Source: an optimization exercise on an open RTL-to-GDS flow (aim: small area, a short achievable clock period and few clock cycles). Production flows keep margins and buffers that such runs may drop.
Power is estimated from default activity; no workload was simulated.

==> willow <==
Design mbf_framer32, start of the top module:
module mbf_framer32 (
    input  wire        clk,
    input  wire        rst,
    input  wire        tx_start,
    input  wire [15:0] tx_cmd,
    input  wire [15:0] tx_len,
    input  wire        tx_flip,
    input  wire        tx_ack,
    output wire        tx_busy,
    output wire        tx_done,
    output wire        tx_oversize,
    input  wire        tx_in_valid,
    input  wire [31:0] tx_in_data,
    output wire        tx_in_ready,
    output wire        pkt_valid,
    output wire [31:0] pkt_data,
    output wire        pkt_last,
    input  wire        pkt_ready,
    input  wire        rx_strict,
    input  wire        rx_valid,
    input  wire [31:0] rx_data,
    input  wire        rx_last,
    input  wire [2:0]  rx_cnt,
    output wire        rd_valid,
    output wire [31:0] rd_data,
    output wire [2:0]  rd_cnt,
    output wire        res_valid,
    output wire [1:0]  res_kind,
    output wire [3:0]  res_err,
    output wire [15:0] res_cmd,
    output wire [15:0] res_len
);
    mbf_wtx u_tx (
        .clk(clk), .rst(rst),
        .tx_start(tx_start), .tx_cmd(tx_cmd), .tx_len(tx_len),
        .tx_flip(tx_flip), .tx_ack(tx_ack),
  ...
Settings: LEC_CHECK=0, ABC_AREA=1, CAP_MARGIN=20, CORE_MARGIN=2, CORE_UTILIZATION=40, CTS_CLUSTER_DIAMETER=120, CTS_CLUSTER_SIZE=24, SLEW_MARGIN=20; clock period 8.0 ns.
standard.sh (not shown) runs the stock make flow with config.mk's settings and CLKGATE_MAP_FILE= SYNTH_SCRIPT=/design/flow/synth_recipe.tcl, a recipe that flattens the netlist after the stock synthesis.
==> flow/flow/run.sh <==
#!/bin/bash
set -euo pipefail
export BUFFER_PORTS_ARGS="-buffer_cell sky130_fd_sc_hd__buf_1"
export SETUP_SLACK_MARGIN=5.3
bash standard.sh > standard.log 2>&1
==> inputs of delta, as changes to willow <==
--- a/flow/design.v
+++ b/flow/design.v
@@ -101,25 +101,23 @@
     end
     wire [10:0] d_dif = {1'b0, (d_st == 3'd0) ? h_len : d_rem} - d_sub;
     wire        d_ge  = (d_st == 3'd0) | ~d_dif[10];
     wire [9:0]  d_nx  = d_ge ? d_dif[9:0] : d_rem;
     always @(posedge clk) begin
-        if (h_free) begin
-            h_cmd  <= tx_cmd;
-            h_len  <= tx_len[9:0];
-            h_ovs  <= (tx_len[15:10] != 6'd0) || (tx_len[9:5] == 5'd31) ||
-                      ((tx_len[9:5] == 5'd30) && (tx_len[4:2] == 3'd7) && (tx_len[1:0] != 2'd0));
-            h_flip <= tx_flip;
-            h_ack  <= tx_ack;
-        end
         if (rst) begin
             h_valid <= 1'b0;
             h_free  <= 1'b1;
         end else if (h_free) begin
             if (tx_start) begin
                 h_valid <= 1'b1;
                 h_free  <= 1'b0;
+                h_cmd   <= tx_cmd;
+                h_len   <= tx_len[9:0];
+                h_ovs   <= (tx_len[15:10] != 6'd0) || (tx_len[9:5] == 5'd31) ||
+                           ((tx_len[9:5] == 5'd30) && (tx_len[4:2] == 3'd7) && (tx_len[1:0] != 2'd0));
+                h_flip  <= tx_flip;
+                h_ack   <= tx_ack;
             end
         end else if (go) begin
             h_valid <= 1'b0;
             h_free  <= 1'b1;
         end
@@ -128,11 +126,11 @@
         end else if (!d_done) begin
             d_st  <= d_st + 3'd1;
             d_rem <= d_nx;
             d_q   <= {d_q[2:0], d_ge};
         end
-        if (!sk_f)
+        if (in_fire)
             sk_d <= tx_in_data;
         if (rst) begin
             sk_e <= 1'b1;
             sk_f <= 1'b0;
         end else begin
@@ -220,24 +218,25 @@
     localparam [3:0] ERR_TOO_LONG     = 4'h5;
     reg        first;        
     reg [4:0]  k;            
     reg [4:0]  nidx;         
     reg [3:0]  tot0;
-    reg [10:0] need;         
+    reg [9:0]  sum;          
+    reg [9:0]  nlen;         
     reg        len_big;      
     reg        lenok1;       
     reg        p0ge4;        
     reg [15:0] cmd_q;
-    reg [9:0]  len_q;        
+    reg [15:0] len_q;
     reg        cmd_dbg;      
     reg        cmd_rty;      
     reg [4:0]  wpos;         
     reg [5:0]  plen_q;
     reg [3:0]  idx_q;
     reg [3:0]  tot_q;
     assign res_cmd = cmd_q;
-    assign res_len = {6'd0, len_q};
+    assign res_len = len_q;
     wire        w0     = (wpos == 5'd0);
     wire        w1     = (wpos == 5'd1);
     wire [2:0]  nb     = rx_cnt;
     wire [3:0]  idx_c  = w0 ? rx_data[15:12] : idx_q;
     wire [3:0]  tot_c  = w0 ? rx_data[11:8]  : tot_q;
@@ -280,22 +279,22 @@
                             (first ? (idx_c != 4'd0)
                                    : (({1'b0, idx_c} != nidx) || (tot_c != tot0)));
     wire        complete = (idx_c == tot_c);
     wire [5:0]  len_m4   = plen_q - 6'd4;
     wire        lenok_in = (rx_data[15:0] == {10'd0, len_m4}) && (plen_q[5:2] != 4'd0);
+    wire [10:0] rest     = {1'b0, ~nlen} + 11'd4 - {1'b0, sum};
     wire        len_ok   = first ? (w1 ? lenok_in : lenok1)
-                                 : ((need == {5'd0, plen_s}) && !len_big && p0ge4);
-    wire [10:0] need_k   = 11'd4 - {5'd0, plen_q};
-    wire [10:0] need_1   = {1'b0, rx_data[9:0]} + need_k;
-    reg  [10:0] need_nx;
+                                 : ((rest == {5'd0, plen_s}) && !len_big && p0ge4);
+    wire [9:0]  sum_p    = (first ? 10'd0 : sum) + {4'd0, plen_q};
+    reg  [9:0]  sum_nx;
     always @(*) begin
         if (!w0)
-            need_nx = need - {5'd0, plen_q};
+            sum_nx = sum_p;
         else case (rx_data[1:0])
-            2'd0:    need_nx = need;
-            2'd1:    need_nx = need - 11'd1;
-            default: need_nx = need - 11'd2;
+            2'd0:    sum_nx = sum;
+            2'd1:    sum_nx = sum + 10'd1;
+            default: sum_nx = sum + 10'd2;
         endcase
     end
     wire        ev       = rx_valid && rx_last;
     wire        fail     = bad_pkt || too_long || inconsist;
     wire        ended    = fail || complete;
@@ -327,20 +326,20 @@
                         cmd_dbg <= (rx_data[31:16] == CMD_DBG_MESSAGE);
                         cmd_rty <= (rx_data[31:16] == CMD_ID_RETRY);
                     end
                 end
                 if (first && w1) begin
-                    len_q   <= rx_data[9:0];
+                    len_q   <= rx_data[15:0];
                     len_big <= (rx_data[15:10] != 6'd0);
                     lenok1  <= lenok_in;
-                    need    <= need_1;
+                    nlen    <= ~rx_data[9:0];
                 end
                 if (rx_last) begin
                     wpos  <= 5'd0;
                     first <= ended;
                     k     <= first ? 5'd1 : k + 5'd1;
-                    if (!first) need <= need_nx;
+                    sum   <= sum_nx;
                     nidx  <= {1'b0, idx_c} + 5'd1;
                     if (first) begin
                         tot0  <= tot_c;
                         p0ge4 <= (plen_q[5:2] != 4'd0);
                     end
==> inputs of violet, as changes to willow <==
--- a/flow/design.v
+++ b/flow/design.v
@@ -101,25 +101,23 @@
     end
     wire [10:0] d_dif = {1'b0, (d_st == 3'd0) ? h_len : d_rem} - d_sub;
     wire        d_ge  = (d_st == 3'd0) | ~d_dif[10];
     wire [9:0]  d_nx  = d_ge ? d_dif[9:0] : d_rem;
     always @(posedge clk) begin
-        if (h_free) begin
-            h_cmd  <= tx_cmd;
-            h_len  <= tx_len[9:0];
-            h_ovs  <= (tx_len[15:10] != 6'd0) || (tx_len[9:5] == 5'd31) ||
-                      ((tx_len[9:5] == 5'd30) && (tx_len[4:2] == 3'd7) && (tx_len[1:0] != 2'd0));
-            h_flip <= tx_flip;
-            h_ack  <= tx_ack;
-        end
         if (rst) begin
             h_valid <= 1'b0;
             h_free  <= 1'b1;
         end else if (h_free) begin
             if (tx_start) begin
                 h_valid <= 1'b1;
                 h_free  <= 1'b0;
+                h_cmd   <= tx_cmd;
+                h_len   <= tx_len[9:0];
+                h_ovs   <= (tx_len[15:10] != 6'd0) || (tx_len[9:5] == 5'd31) ||
+                           ((tx_len[9:5] == 5'd30) && (tx_len[4:2] == 3'd7) && (tx_len[1:0] != 2'd0));
+                h_flip  <= tx_flip;
+                h_ack   <= tx_ack;
             end
         end else if (go) begin
             h_valid <= 1'b0;
             h_free  <= 1'b1;
         end
@@ -128,11 +126,11 @@
         end else if (!d_done) begin
             d_st  <= d_st + 3'd1;
             d_rem <= d_nx;
             d_q   <= {d_q[2:0], d_ge};
         end
-        if (!sk_f)
+        if (in_fire)
             sk_d <= tx_in_data;
         if (rst) begin
             sk_e <= 1'b1;
             sk_f <= 1'b0;
         end else begin
@@ -225,19 +223,19 @@
     reg [10:0] need;         
     reg        len_big;      
     reg        lenok1;       
     reg        p0ge4;        
     reg [15:0] cmd_q;
-    reg [9:0]  len_q;        
+    reg [15:0] len_q;
     reg        cmd_dbg;      
     reg        cmd_rty;      
     reg [4:0]  wpos;         
     reg [5:0]  plen_q;
     reg [3:0]  idx_q;
     reg [3:0]  tot_q;
     assign res_cmd = cmd_q;
-    assign res_len = {6'd0, len_q};
+    assign res_len = len_q;
     wire        w0     = (wpos == 5'd0);
     wire        w1     = (wpos == 5'd1);
     wire [2:0]  nb     = rx_cnt;
     wire [3:0]  idx_c  = w0 ? rx_data[15:12] : idx_q;
     wire [3:0]  tot_c  = w0 ? rx_data[11:8]  : tot_q;
@@ -327,11 +325,11 @@
                         cmd_dbg <= (rx_data[31:16] == CMD_DBG_MESSAGE);
                         cmd_rty <= (rx_data[31:16] == CMD_ID_RETRY);
                     end
                 end
                 if (first && w1) begin
-                    len_q   <= rx_data[9:0];
+                    len_q   <= rx_data[15:0];
                     len_big <= (rx_data[15:10] != 6'd0);
                     lenok1  <= lenok_in;
                     need    <= need_1;
                 end
                 if (rx_last) begin
==> inputs of pepper, as changes to willow <==
--- a/flow/design.v
+++ b/flow/design.v
@@ -15,19 +15,20 @@
     output reg         pkt_valid,
     output reg  [31:0] pkt_data,
     output reg         pkt_last,
     input  wire        pkt_ready
 );
+    localparam MSG_MAX = 988;
     reg        h_valid;    
     reg        h_free;     
     reg [15:0] h_cmd;
     reg [9:0]  h_len;
     reg        h_ovs;
     reg        h_flip;
     reg        h_ack;
     reg [2:0]  d_st;       
-    reg [9:0]  d_rem;
+    reg [8:0]  d_rem;
     reg [3:0]  d_q;
     assign tx_busy = h_valid;
     reg        c_act;      
     reg        c_fin;      
     reg        c_flip;
@@ -48,31 +49,30 @@
     wire       w0    = (wpos == 4'd0);
     wire       even  = ~pidx[0];
     reg        lastp;      
     reg  [3:0] mb;         
     reg        need_s;     
-    function automatic [4:0] pos_flags(input p_odd, input [3:0] w, input [3:0] wm1,
-                                       input lp, input [5:0] lplen);
-        reg       w_lt, w_eq, w_eq1;
+    function automatic [4:0] pos_flags(input p_odd, input [3:0] w, input lp, input [5:0] lplen);
+        reg [5:0] vmax;
+        reg       w_lt, w_eq;
         reg [3:0] m;
         begin
-            w_lt  = (w < lplen[5:2]);
-            w_eq  = (w == lplen[5:2]);
-            w_eq1 = (wm1 == lplen[5:2]) & (w != 4'd0);
-            m[0] = ~lp | w_lt | w_eq | (w_eq1 & (lplen[1:0] == 2'd3));
-            m[1] = ~lp | w_lt | w_eq;
-            m[2] = ~lp | w_lt | (w_eq & (lplen[1:0] != 2'd0));
-            m[3] = ~lp | w_lt | (w_eq & lplen[1]);
+            vmax = lplen + 6'd1;
+            w_lt = (w < vmax[5:2]);
+            w_eq = (w == vmax[5:2]);
+            m[0] = ~lp | w_lt | w_eq;
+            m[1] = ~lp | w_lt | (w_eq & (vmax[1:0] != 2'd0));
+            m[2] = ~lp | w_lt | (w_eq & vmax[1]);
+            m[3] = ~lp | w_lt | (w_eq & (vmax[1:0] == 2'd3));
             pos_flags = {p_odd ? ((w != 4'd0) & m[0]) : m[2], m};
         end
     endfunction
     wire [3:0] wpos_n  = wpos + 4'd1;
     wire [3:0] pidx_n  = pidx + 4'd1;
     wire       lastp_n = (wpos == 4'd15) ? (pidx_n == c_lidx) : lastp;
-    wire [5:0] d_lplen = d_rem[5:0] + 6'd1;
-    wire [4:0] fl_step = pos_flags((wpos == 4'd15) ? pidx_n[0] : pidx[0], wpos_n, wpos, lastp_n, c_lplen);
-    wire [4:0] fl_go   = pos_flags(1'b0, 4'd1, 4'd0, (d_q == 4'd0), d_lplen);
+    wire [4:0] fl_step = pos_flags((wpos == 4'd15) ? pidx_n[0] : pidx[0], wpos_n, lastp_n, c_lplen);
+    wire [4:0] fl_go   = pos_flags(1'b0, 4'd1, (d_q == 4'd0), d_rem[5:0]);
     wire       out_free = pv_n | pkt_ready;
     wire       step     = c_act & out_free & (~need_s | s_avail);
     wire       consume  = step & need_s;
     wire [15:0] hdr = {pidx, c_lidx, c_flip, c_ack, lastp ? c_lplen : 6'd62};
     reg  [31:0] word;
@@ -83,43 +83,49 @@
             2'b01:   word = {s_word[15:0], carry};
             default: word = s_word;
         endcase
     end
     wire [31:0] word_m = word & {{8{mb[3]}}, {8{mb[2]}}, {8{mb[1]}}, {8{mb[0]}}};
-    wire       d_done = d_st[2] & d_st[0];
+    wire       d_done = d_st[2];
     wire       go     = ~h_free & d_done & ~c_act & pv_n;
     wire       go_pkt = go & ~h_ovs;
-    wire [5:0] plen0  = (d_q == 4'd0) ? d_lplen : 6'd62;
-    reg [10:0] d_sub;
+    wire [5:0] plen0  = (d_q == 4'd0) ? d_rem[5:0] : 6'd62;
+    reg        d_ge;
+    reg [8:0]  d_nx;
     always @(*) begin
-        case (d_st)
-            3'd0:    d_sub = 11'h7FD;      
-            3'd1:    d_sub = 11'd496;
-            3'd2:    d_sub = 11'd248;
-            3'd3:    d_sub = 11'd124;
-            default: d_sub = 11'd62;
+        case (d_st[1:0])
+            2'd0: begin
+                d_ge = (h_len > 10'd492);
+                d_nx = d_ge ? 9'(h_len - 10'd492) : 9'(h_len + 10'd4);
+            end
+            2'd1: begin
+                d_ge = (d_rem > 9'd248);
+                d_nx = d_ge ? d_rem - 9'd248 : d_rem;
+            end
+            2'd2: begin
+                d_ge = (d_rem > 9'd124);
+                d_nx = d_ge ? d_rem - 9'd124 : d_rem;
+            end
+            default: begin
+                d_ge = (d_rem > 9'd62);
+                d_nx = d_ge ? d_rem - 9'd62 : d_rem;
+            end
         endcase
     end
-    wire [10:0] d_dif = {1'b0, (d_st == 3'd0) ? h_len : d_rem} - d_sub;
-    wire        d_ge  = (d_st == 3'd0) | ~d_dif[10];
-    wire [9:0]  d_nx  = d_ge ? d_dif[9:0] : d_rem;
     always @(posedge clk) begin
-        if (h_free) begin
-            h_cmd  <= tx_cmd;
-            h_len  <= tx_len[9:0];
-            h_ovs  <= (tx_len[15:10] != 6'd0) || (tx_len[9:5] == 5'd31) ||
-                      ((tx_len[9:5] == 5'd30) && (tx_len[4:2] == 3'd7) && (tx_len[1:0] != 2'd0));
-            h_flip <= tx_flip;
-            h_ack  <= tx_ack;
-        end
         if (rst) begin
             h_valid <= 1'b0;
             h_free  <= 1'b1;
         end else if (h_free) begin
             if (tx_start) begin
                 h_valid <= 1'b1;
                 h_free  <= 1'b0;
+                h_cmd   <= tx_cmd;
+                h_len   <= tx_len[9:0];
+                h_ovs   <= (tx_len > MSG_MAX);
+                h_flip  <= tx_flip;
+                h_ack   <= tx_ack;
             end
         end else if (go) begin
             h_valid <= 1'b0;
             h_free  <= 1'b1;
         end
@@ -128,11 +134,11 @@
         end else if (!d_done) begin
             d_st  <= d_st + 3'd1;
             d_rem <= d_nx;
             d_q   <= {d_q[2:0], d_ge};
         end
-        if (!sk_f)
+        if (in_fire)
             sk_d <= tx_in_data;
         if (rst) begin
             sk_e <= 1'b1;
             sk_f <= 1'b0;
         end else begin
@@ -140,25 +146,24 @@
             sk_f <= sk_f ? ~consume : (in_fire & ~consume);
         end
         if (rst) begin
             c_act     <= 1'b0;
             c_fin     <= 1'b0;
-            pkt_valid   <= 1'b0;
-            pv_n        <= 1'b1;
-            tx_done     <= 1'b0;
-            tx_oversize <= 1'b0;
+            pkt_valid <= 1'b0;
+            pv_n      <= 1'b1;
+            tx_done   <= 1'b0;
         end else begin
             tx_done     <= (c_fin & ~pv_n & pkt_ready) | (go & h_ovs);
             tx_oversize <= go & h_ovs;
             if (c_fin & ~pv_n & pkt_ready)
                 c_fin <= 1'b0;
             if (go_pkt) begin
                 c_act     <= 1'b1;
                 c_flip    <= h_flip;
                 c_ack     <= h_ack;
                 c_lidx    <= d_q;
-                c_lplen   <= d_lplen;
+                c_lplen   <= d_rem[5:0];
                 lastp     <= (d_q == 4'd0);
                 {need_s, mb} <= fl_go;
                 pidx      <= 4'd0;
                 wpos      <= 4'd1;
                 carry     <= {6'd0, h_len};
@@ -225,19 +230,19 @@
     reg [10:0] need;         
     reg        len_big;      
     reg        lenok1;       
     reg        p0ge4;        
     reg [15:0] cmd_q;
-    reg [9:0]  len_q;        
+    reg [15:0] len_q;
     reg        cmd_dbg;      
     reg        cmd_rty;      
     reg [4:0]  wpos;         
     reg [5:0]  plen_q;
     reg [3:0]  idx_q;
     reg [3:0]  tot_q;
     assign res_cmd = cmd_q;
-    assign res_len = {6'd0, len_q};
+    assign res_len = len_q;
     wire        w0     = (wpos == 5'd0);
     wire        w1     = (wpos == 5'd1);
     wire [2:0]  nb     = rx_cnt;
     wire [3:0]  idx_c  = w0 ? rx_data[15:12] : idx_q;
     wire [3:0]  tot_c  = w0 ? rx_data[11:8]  : tot_q;
@@ -282,12 +287,10 @@
     wire        complete = (idx_c == tot_c);
     wire [5:0]  len_m4   = plen_q - 6'd4;
     wire        lenok_in = (rx_data[15:0] == {10'd0, len_m4}) && (plen_q[5:2] != 4'd0);
     wire        len_ok   = first ? (w1 ? lenok_in : lenok1)
                                  : ((need == {5'd0, plen_s}) && !len_big && p0ge4);
-    wire [10:0] need_k   = 11'd4 - {5'd0, plen_q};
-    wire [10:0] need_1   = {1'b0, rx_data[9:0]} + need_k;
     reg  [10:0] need_nx;
     always @(*) begin
         if (!w0)
             need_nx = need - {5'd0, plen_q};
         else case (rx_data[1:0])
@@ -327,14 +330,14 @@
                         cmd_dbg <= (rx_data[31:16] == CMD_DBG_MESSAGE);
                         cmd_rty <= (rx_data[31:16] == CMD_ID_RETRY);
                     end
                 end
                 if (first && w1) begin
-                    len_q   <= rx_data[9:0];
+                    len_q   <= rx_data[15:0];
                     len_big <= (rx_data[15:10] != 6'd0);
                     lenok1  <= lenok_in;
-                    need    <= need_1;
+                    need    <= rx_data[10:0] + 11'd4 - {5'd0, plen_q};
                 end
                 if (rx_last) begin
                     wpos  <= 5'd0;
                     first <= ended;
                     k     <= first ? 5'd1 : k + 5'd1;
==> flow/flow/run.sh (replaced) <==
#!/bin/bash
set -euo pipefail
export BUFFER_PORTS_ARGS="-buffer_cell sky130_fd_sc_hd__buf_1"
export SETUP_SLACK_MARGIN=5.4
bash standard.sh > standard.log 2>&1
==> comparison <==
- The lowest first-iteration DRC count belongs to delta, the highest to pepper.
- Critical path depth: willow > violet > pepper > delta.
- Combinational power, lowest first: delta, pepper, willow, violet.
- Between pepper and willow, the lower final cell count is in pepper (gap 0.44%, measured against willow).
==> figures <==
                                                                          willow                   pepper                    delta                   violet
Tightest Pin Transition                                                 0.9086 ns                0.9849 ns                 1.004 ns                 1.155 ns
Worst setup path class                                                    reg2reg                   in2reg                   in2reg                  reg2reg
Clock transition at the registers of the reported paths                   0.10 ns                  0.11 ns                  0.09 ns                  0.10 ns
First-pass GRT wire length                                               57.58 mm                 65.38 mm                 58.00 mm                 59.61 mm
Global-route usage over all layers                                         19.85%                   22.22%                   19.26%                   20.57%
Count of instances resized after the clock tree is built                       67                      129                       37                       81
Run status                                                complete, no violations  complete, no violations  complete, no violations  complete, no violations
Cell area reported after detailed placement                            15,530 µm²               15,920 µm²               15,790 µm²               15,770 µm²
Number of standard cells after synthesis                                    1,533                    1,505                    1,497                    1,482
Seq power                                                                 1.67 mW                  1.71 mW                  1.76 mW                  1.72 mW
No run of this note included a check of the RTL's function; only the layout flow was run.

==> afterwards: timing with drivers on the ports <==
The flow's constraints put no driver on any port. The routed layouts listed below were extracted and timed again, unchanged, in two steps.
Step 1, drivers: a clkbuf_16 drives clk and a buf_2 each remaining input, both assumed.
Step 2 times the ports against the registers' clock, not the clock port: input delays grow and output delays shrink by t, the midpoint of the rising clock arrivals with the driver on.
a / b / c = no drivers / after step 1 / after step 2; a / b = the first two.
run	t, ns	setup slack, ns	pins driven straight from the clock port
willow	0.560	5.275 / 5.227 / 4.750	1
delta	0.552	5.309 / 5.262 / 4.783	1
violet	0.558	5.114 / 5.114 / 4.770	1
pepper	0.563	5.095 / 5.102 / 4.539	1
After both steps every run listed still meets setup and hold. For pepper, which loses most, drivers alone change the setup slack by +0.007 ns; drivers and shift together by -0.556 ns.
